Background: an optimization exercise with open tools, aiming at small area, a short achievable clock period and few clock cycles. Do not read the settings as production practice. Only the layout flow was run in this run; the RTL was not checked for function there. No activity file was given, so power comes from the tool's default toggle rates.

==> flow/design.v <==
module frx_rx (
    input  wire        clk,
    input  wire        rst,           
    input  wire        in_valid,
    input  wire [7:0]  in_data,
    input  wire        in_last,
    output wire        in_ready,
    output wire        out_valid,
    output wire [7:0]  out_data,
    output wire        out_last,
    input  wire        out_ready,
    output wire [31:0] bytes_read,
    output wire [31:0] bytes_invalid,
    output wire        idle
);
    localparam [7:0] HEAD = 8'hF7;
    localparam [2:0] S_RECV  = 3'd0,    
                     S_CHECK = 3'd1,    
                     S_HEAD  = 3'd2,    
                     S_LEN   = 3'd3,    
                     S_CRC   = 3'd4,    
                     S_CMP   = 3'd5,    
                     S_OUT   = 3'd6,    
                     S_SCAN  = 3'd7;    
    reg [7:0]  mem [0:511];
    reg [8:0]  rd_ptr;                  
    reg [9:0]  fill;                    
    reg [2:0]  state;
    reg        resync;
    reg        mid_chunk;               
    reg [9:0]  idx;                     
    reg [7:0]  len;                     
    reg [7:0]  crc;
    reg [31:0] cnt_read;
    reg [31:0] cnt_invalid;
    wire [8:0] rd_addr = rd_ptr + idx[8:0];
    wire [7:0] rd_byte = mem[rd_addr];
    wire [8:0] wr_addr = rd_ptr + fill[8:0];
    wire [9:0] frame_size = {2'b00, len} + 10'd3;
    function [7:0] crc8_byte(input [7:0] c, input [7:0] d);
        integer i;
        reg [7:0] r;
        begin
            r = c ^ d;
            for (i = 0; i < 8; i = i + 1)
                r = r[7] ? ((r << 1) ^ 8'h07) : (r << 1);
            crc8_byte = r;
        end
    endfunction
    wire [7:0] crc_next = crc8_byte(crc, rd_byte);
    wire in_fire  = in_valid  && in_ready;
    wire out_fire = out_valid && out_ready;
    assign in_ready  = (state == S_RECV);
    assign out_valid = (state == S_OUT);
    assign out_data  = rd_byte;
    assign out_last  = (state == S_OUT) && (idx == {2'b00, len} + 10'd1);
    assign bytes_read    = cnt_read;
    assign bytes_invalid = cnt_invalid;
    assign idle          = (state == S_RECV) && !mid_chunk;
    always @(posedge clk) begin
        if (in_fire)
            mem[wr_addr] <= in_data;
    end
    always @(posedge clk) begin
        if (rst) begin
            state       <= S_RECV;
            rd_ptr      <= 9'd0;
            fill        <= 10'd0;
            resync      <= 1'b0;
            mid_chunk   <= 1'b0;
            idx         <= 10'd0;
            len         <= 8'd0;
            crc         <= 8'd0;
            cnt_read    <= 32'd0;
            cnt_invalid <= 32'd0;
        end else begin
            case (state)
                S_RECV: begin
                    if (in_fire) begin
                        fill      <= fill + 10'd1;
                        mid_chunk <= !in_last;
                        if (in_last)
                            state <= S_CHECK;
                    end
                end
                S_CHECK: begin
                    if (fill < 10'd6) begin
                        state <= S_RECV;                  
                    end else if (resync) begin
                        idx   <= 10'd1;                    
                        state <= S_SCAN;
                    end else begin
                        idx   <= 10'd0;
                        state <= S_HEAD;
                    end
                end
                S_HEAD: begin
                    if (rd_byte != HEAD) begin
                        idx   <= 10'd1;                    
                        state <= S_SCAN;
                    end else begin
                        idx   <= 10'd2;
                        state <= S_LEN;
                    end
                end
                S_LEN: begin
                    len <= rd_byte;
                    crc <= 8'd0;
                    if (rd_byte < 8'd3) begin
                        idx   <= 10'd3;                    
                        state <= S_SCAN;
                    end else if (fill < {2'b00, rd_byte} + 10'd3) begin
                        state <= S_RECV;                  
                    end else begin
                        idx   <= 10'd2;
                        state <= S_CRC;
                    end
                end
                S_CRC: begin
                    crc <= crc_next;
                    idx <= idx + 10'd1;
                    if (idx == {2'b00, len} + 10'd1)
                        state <= S_CMP;
                end
                S_CMP: begin
                    if (rd_byte == crc) begin
                        idx   <= 10'd1;                    
                        state <= S_OUT;
                    end else begin
                        idx   <= frame_size;         
                        state <= S_SCAN;
                    end
                end
                S_OUT: begin
                    if (out_fire) begin
                        idx <= idx + 10'd1;
                        if (out_last) begin
                            cnt_read <= cnt_read + {22'd0, frame_size};
                            rd_ptr   <= rd_ptr + frame_size[8:0];
                            fill     <= fill - frame_size;
                            state    <= S_CHECK;
                        end
                    end
                end
                S_SCAN: begin
                    if (idx >= fill) begin
                        resync      <= 1'b1;
                        cnt_invalid <= cnt_invalid + {22'd0, fill};
                        rd_ptr      <= rd_ptr + fill[8:0];
                        fill        <= 10'd0;
                        state       <= S_RECV;
                    end else if (rd_byte == HEAD) begin
                        resync      <= 1'b0;
                        cnt_invalid <= cnt_invalid + {22'd0, idx};
                        rd_ptr      <= rd_ptr + idx[8:0];
                        fill        <= fill - idx;
                        state       <= S_CHECK;
                    end else begin
                        idx <= idx + 10'd1;
                    end
                end
                default: state <= S_RECV;
            endcase
        end
    end
endmodule
==> flow/run.sh <==
#!/bin/bash
# synth_recipe.tcl (not shown) runs the flow's synth.tcl, then flattens the netlist and writes it again
# the make line also repeats each setting of config.mk as NAME=value (left out here)
make -C /OpenROAD-flow-scripts/flow DESIGN_CONFIG=/design/flow/config.mk WORK_HOME=/design/flow/orfs CLKGATE_MAP_FILE= SYNTH_SCRIPT=/design/flow/synth_recipe.tcl finish
==> flow/config.mk <==
export PLATFORM = sky130hd
export DESIGN_NAME = frx_rx
export DESIGN_NICKNAME = frx_rx
export VERILOG_FILES = /design/flow/design.v
export SDC_FILE = /design/flow/constraint.sdc
export NUM_CORES = 4
export LEC_CHECK = 0
export CAP_MARGIN = 20
export CORE_MARGIN = 2
export CORE_UTILIZATION = 40
export SLEW_MARGIN = 20
export SYNTH_MEMORY_MAX_BITS = 16384
==> flow/constraint.sdc <==
create_clock -name core_clock -period 12.0 [get_ports {clk}]
set_input_delay 2.4000 -clock core_clock [delete_from_list [all_inputs] [get_ports {clk}]]
set_output_delay 2.4000 -clock core_clock [all_outputs]
set_load 0.01 [all_outputs]
==> run summary <==
* CTS Buffer Depth at 4
* Crit. End Element: primary output
* First-pass DRT Iterations at 8
* Total GRT Usage at 21.68%
* TNS Setup at 0 ps
* Xor-xnor portion of the synthesized cell area at 0.5959%
* Sw frac at 20.37%
* Cells after synthesis at 8,757
* Clock latency on the worst-skew pair at about 970 ps
* Hold crit path type: reg -> reg
* Internal power at 23.59 mW
* Final global-route overflow total at 0
* Starting Density at 40.21%
* Critical-path maximum fanout at 63
* Max Slew Vio Count at 0
* H-tree depth at 5
* Die Footprint at 431,500 µm²
* DIE HEIGHT at 656.9 µm
* Synth Flop Type: edfxtp_1
* Register area share after synthesis at 73.48%
* P_leak at around 58 nW
* Sequential cell fraction of total power at a little over half
* Drt total wl at ~480 mm
* HPWL after DPL at 281.0 mm
* Final hold violations at 0
* Number of synthesized flops with an enable pin at 4,096
* IO Port Bufs at 88
* Largest net degree at the start of global routing at between 150 and 200
* Post-synthesis mux area share at 15.06%
* First-pass GRT wire length at 677.7 mm
* RSZ-0062 raised after global routing: no
* Post-Synth Adder-Cell Area at 0.6546%
* Vias in the first global route at 88,660
* IO Pins at 89
* Area growth from synthesis to layout at 11.71%
* Yosys Warn Count at 1
* Unique masters post-synth at 116
* Post-Syn Area at 170,500 µm²
* Synth Area in Simple Gates at under 10%
* Status: complete, no violations
* FF+latch count, synth at 4,210
* Gates resized, CTS repair at 0
* WP data required at 9600 ps
* Tot Pwr at around 30 mW
* Synthesized area per cell at 19.47 µm²
* Worst Tran Pin Value at 1272 ps
* 1st-iter DRT viols at 11,670
* Worst Setup Path Type: reg -> out
* Psw at 6.035 mW
* Placer Congestion at 0.8724
* # setup viols final at 0
* Initial antenna violation count at 21
* Share of cells above drive strength 1 at 21.33%
* Clock transition at path regs at 60 ps
* Worst vdd ir at ~0.00013 V
* Clk root buf: clkbuf_16
* Number of fillers in the final layout at 35,910
* Core ar. at 424,000 µm²
* DP Area at roughly 180,000 µm²
* Clock tree from TritonCTS: yes
* NumNets Final at 9,016
* Tcrit/Tclk final at 86.66%
* PwrDens at 155.6 nW/µm²
* CTS Hold Buffers Added at 0
* Vias at 88,700
* Design area at 190,500 µm²
* Critical Path AT at 8000 ps
* Post-synthesis compound-gate area fraction at 3.027%
* Std cell rows at 239
* Combinational Power Share at 1.4%
* Main combinational cell family by area after synthesis: multiplexers
* Detail Route Antenna Nets at 0
* Setup bufs post-CTS at 0
* Drc violations at 0
* Clock group share of total power at 44.2%
* Die X-Extent at 656.9 µm
* Total clock sinks at 4,210
* Via/cell ratio at 5.933
* Startpoint Class: flip-flop
* Min Tclk post-route at 10,400 ps
* Fin Clk Skew at approximately 42 ps
* Async set or reset register ratio after synthesis at 0%
* Mapped Nets at 8,855
* Routed WL per cell at 31.87 µm
* CTS Buf Count at 417
* Relative slew margins at 14.29%
* Number of max-cap violations at 0
* FMAX at roughly 96 MHz
==> layer usage <==
layer | global-route usage (%) | up-vias | wire (µm)
li1 | - | 36090 | -
met1 | 30.03 | 47310 | 190400
met2 | 34.10 | 4464 | 223400
met3 | 4.678 | 820 | 44570
met4 | 7.412 | 12 | 17960
met5 | 0 | - | 83
==> sequential cells by signal, summed over array words and instances (netlist names) <==
| register | flops |
|---|---|
| crc | 8 |
| rd_ptr | 9 |
| cnt_invalid | 32 |
| resync | 1 |
| mem | 4096 |
| fill | 10 |
| cnt_read | 32 |
| idx | 10 |
| mid_chunk | 1 |
| len | 8 |
| state | 3 |
==> cells in the final DEF (no fill, tap or decap), types with 47 or more instances in the layout <==
cell / n
a211oi_1: 69
buf_4: 176
clkbuf_1: 70
a21oi_1: 133
and3_1: 103
mux4_2: 1038
clkbuf_16: 419
nand2_1: 559
nor2_1: 700
inv_1: 68
o21ai_0: 99
ha_1: 77
edfxtp_1: 4096
dfxtp_1: 114
xnor2_1: 87
nand3_1: 166
a311oi_1: 47
clkdlybuf4s50_1: 79
clkinv_1: 105
mux2i_1: 118
a2111oi_0: 47
clkinv_2: 85
==> cell type report <==
| type | instances | area [µm²] | area share, % |
|---|---|---|---|
| antenna | 9 | 22.52 | 0.01182 |
| clock buffer | 498 | 10860 | 5.703 |
| clock inverter | 280 | 2743 | 1.440 |
| inverter | 70 | 262.8 | 0.1380 |
| multi-input combinational | 3925 | 41330 | 21.70 |
| sequential | 4210 | 125300 | 65.78 |
| tap | 5663 | 7086 | 3.720 |
| timing repair buffer | 294 | 2875 | 1.510 |
==> per-stage QoR <==
stage	hold slack, ps	utilization (%)	std cells	setup WS, ps
3_5_place_dp	497.2	41.69	14160	2760
5_1_grt	525.4	44.91	14940	1671
6_report	498.7	44.92	14950	1601
2_1_floorplan	474.3	-	8757	5811
3_3_place_gp	479.7	41.67	14160	2635
4_1_cts	505.2	44.90	14940	1684
==> critical path, stage by stage, from the launching register on <==
cell and delay (ps):
dfxtp_1 430, ha_4 240, fa_4 1420, buf_12 420, buf_12 400, mux4_2 380, and2_1 170, a221oi_1 460
a311oi_1 130, a31oi_1 790, a21oi_1 240, a211oi_2 410, nand4_2 590, clkdlybuf4s50_1 730
==> power by group through the flow <==
stage	logic, mW	clock network (mW)	registers [mW]
floorplan	0.0872	0	16.4
global placement	0.392	0	16.4
detailed placement	0.415	0	16.4
CTS	0.414	13.2	16.1
global route	0.443	13.8	16.1
finish	0.417	13.1	16.1
==> synth_stat cells (all sizes together), types with 103 or more instances <==
master	n	area share, %
buf	372	1.9
mux4	1069	14
o21ai	104	0.31
edfxtp	4096	72
a21oi	135	0.40
nand2	580	1.3
mux2i	118	0.69
nor2	708	1.6
nand3	166	0.49
dfxtp	114	1.3
clkbuf	177	0.44
and3	103	0.38
==> path summary, 6_finish.rpt <==
| check | end | cells after the start | slack [ps] | startpoint |
|---|---|---|---|---|
| hold / removal | cnt_read[29] | 2 | 500 | cnt_read[29] |
| setup / recovery | out_data[2] | 13 | 1600 | idx[0] |
| hold reg to reg | cnt_read[29] | 2 | 500 | cnt_read[29] |
| setup reg to reg | idx[6] | 29 | 2580 | idx[0] |
==> logic make-up (layout without fill, tap and decap cells) <==
family	count (synthesis)	after routing
compound gates	716	716
xor+xnor	111	111
fa+ha+maj	85	85
buf+inv	622	1142
flops	4210	4210
mux	1214	1214
other cells	0	9
simple gates	1799	1799

[re-timing with driven ports]
Ports are ideal in the flow. The routed layout listed here was re-timed in OpenROAD.
Step 1: set_driving_cell puts a clkbuf_16 on clk and a buf_2 on each other input, an assumption about the parent block.
Step 2 also shifts input and output timing later by t, the mid clock arrival at the registers, as if the neighbouring blocks saw the same clock.
Three values: ideal ports, drivers, drivers and shift; two values: the first two.
t, ns: 1.078
setup slack, ns: 1.601 / 1.487 / 2.565
worst setup path after step 2: register to output
After both steps this run still meets setup and hold. For this run, drivers alone change the setup slack by -0.114 ns; drivers and shift together by +0.964 ns.
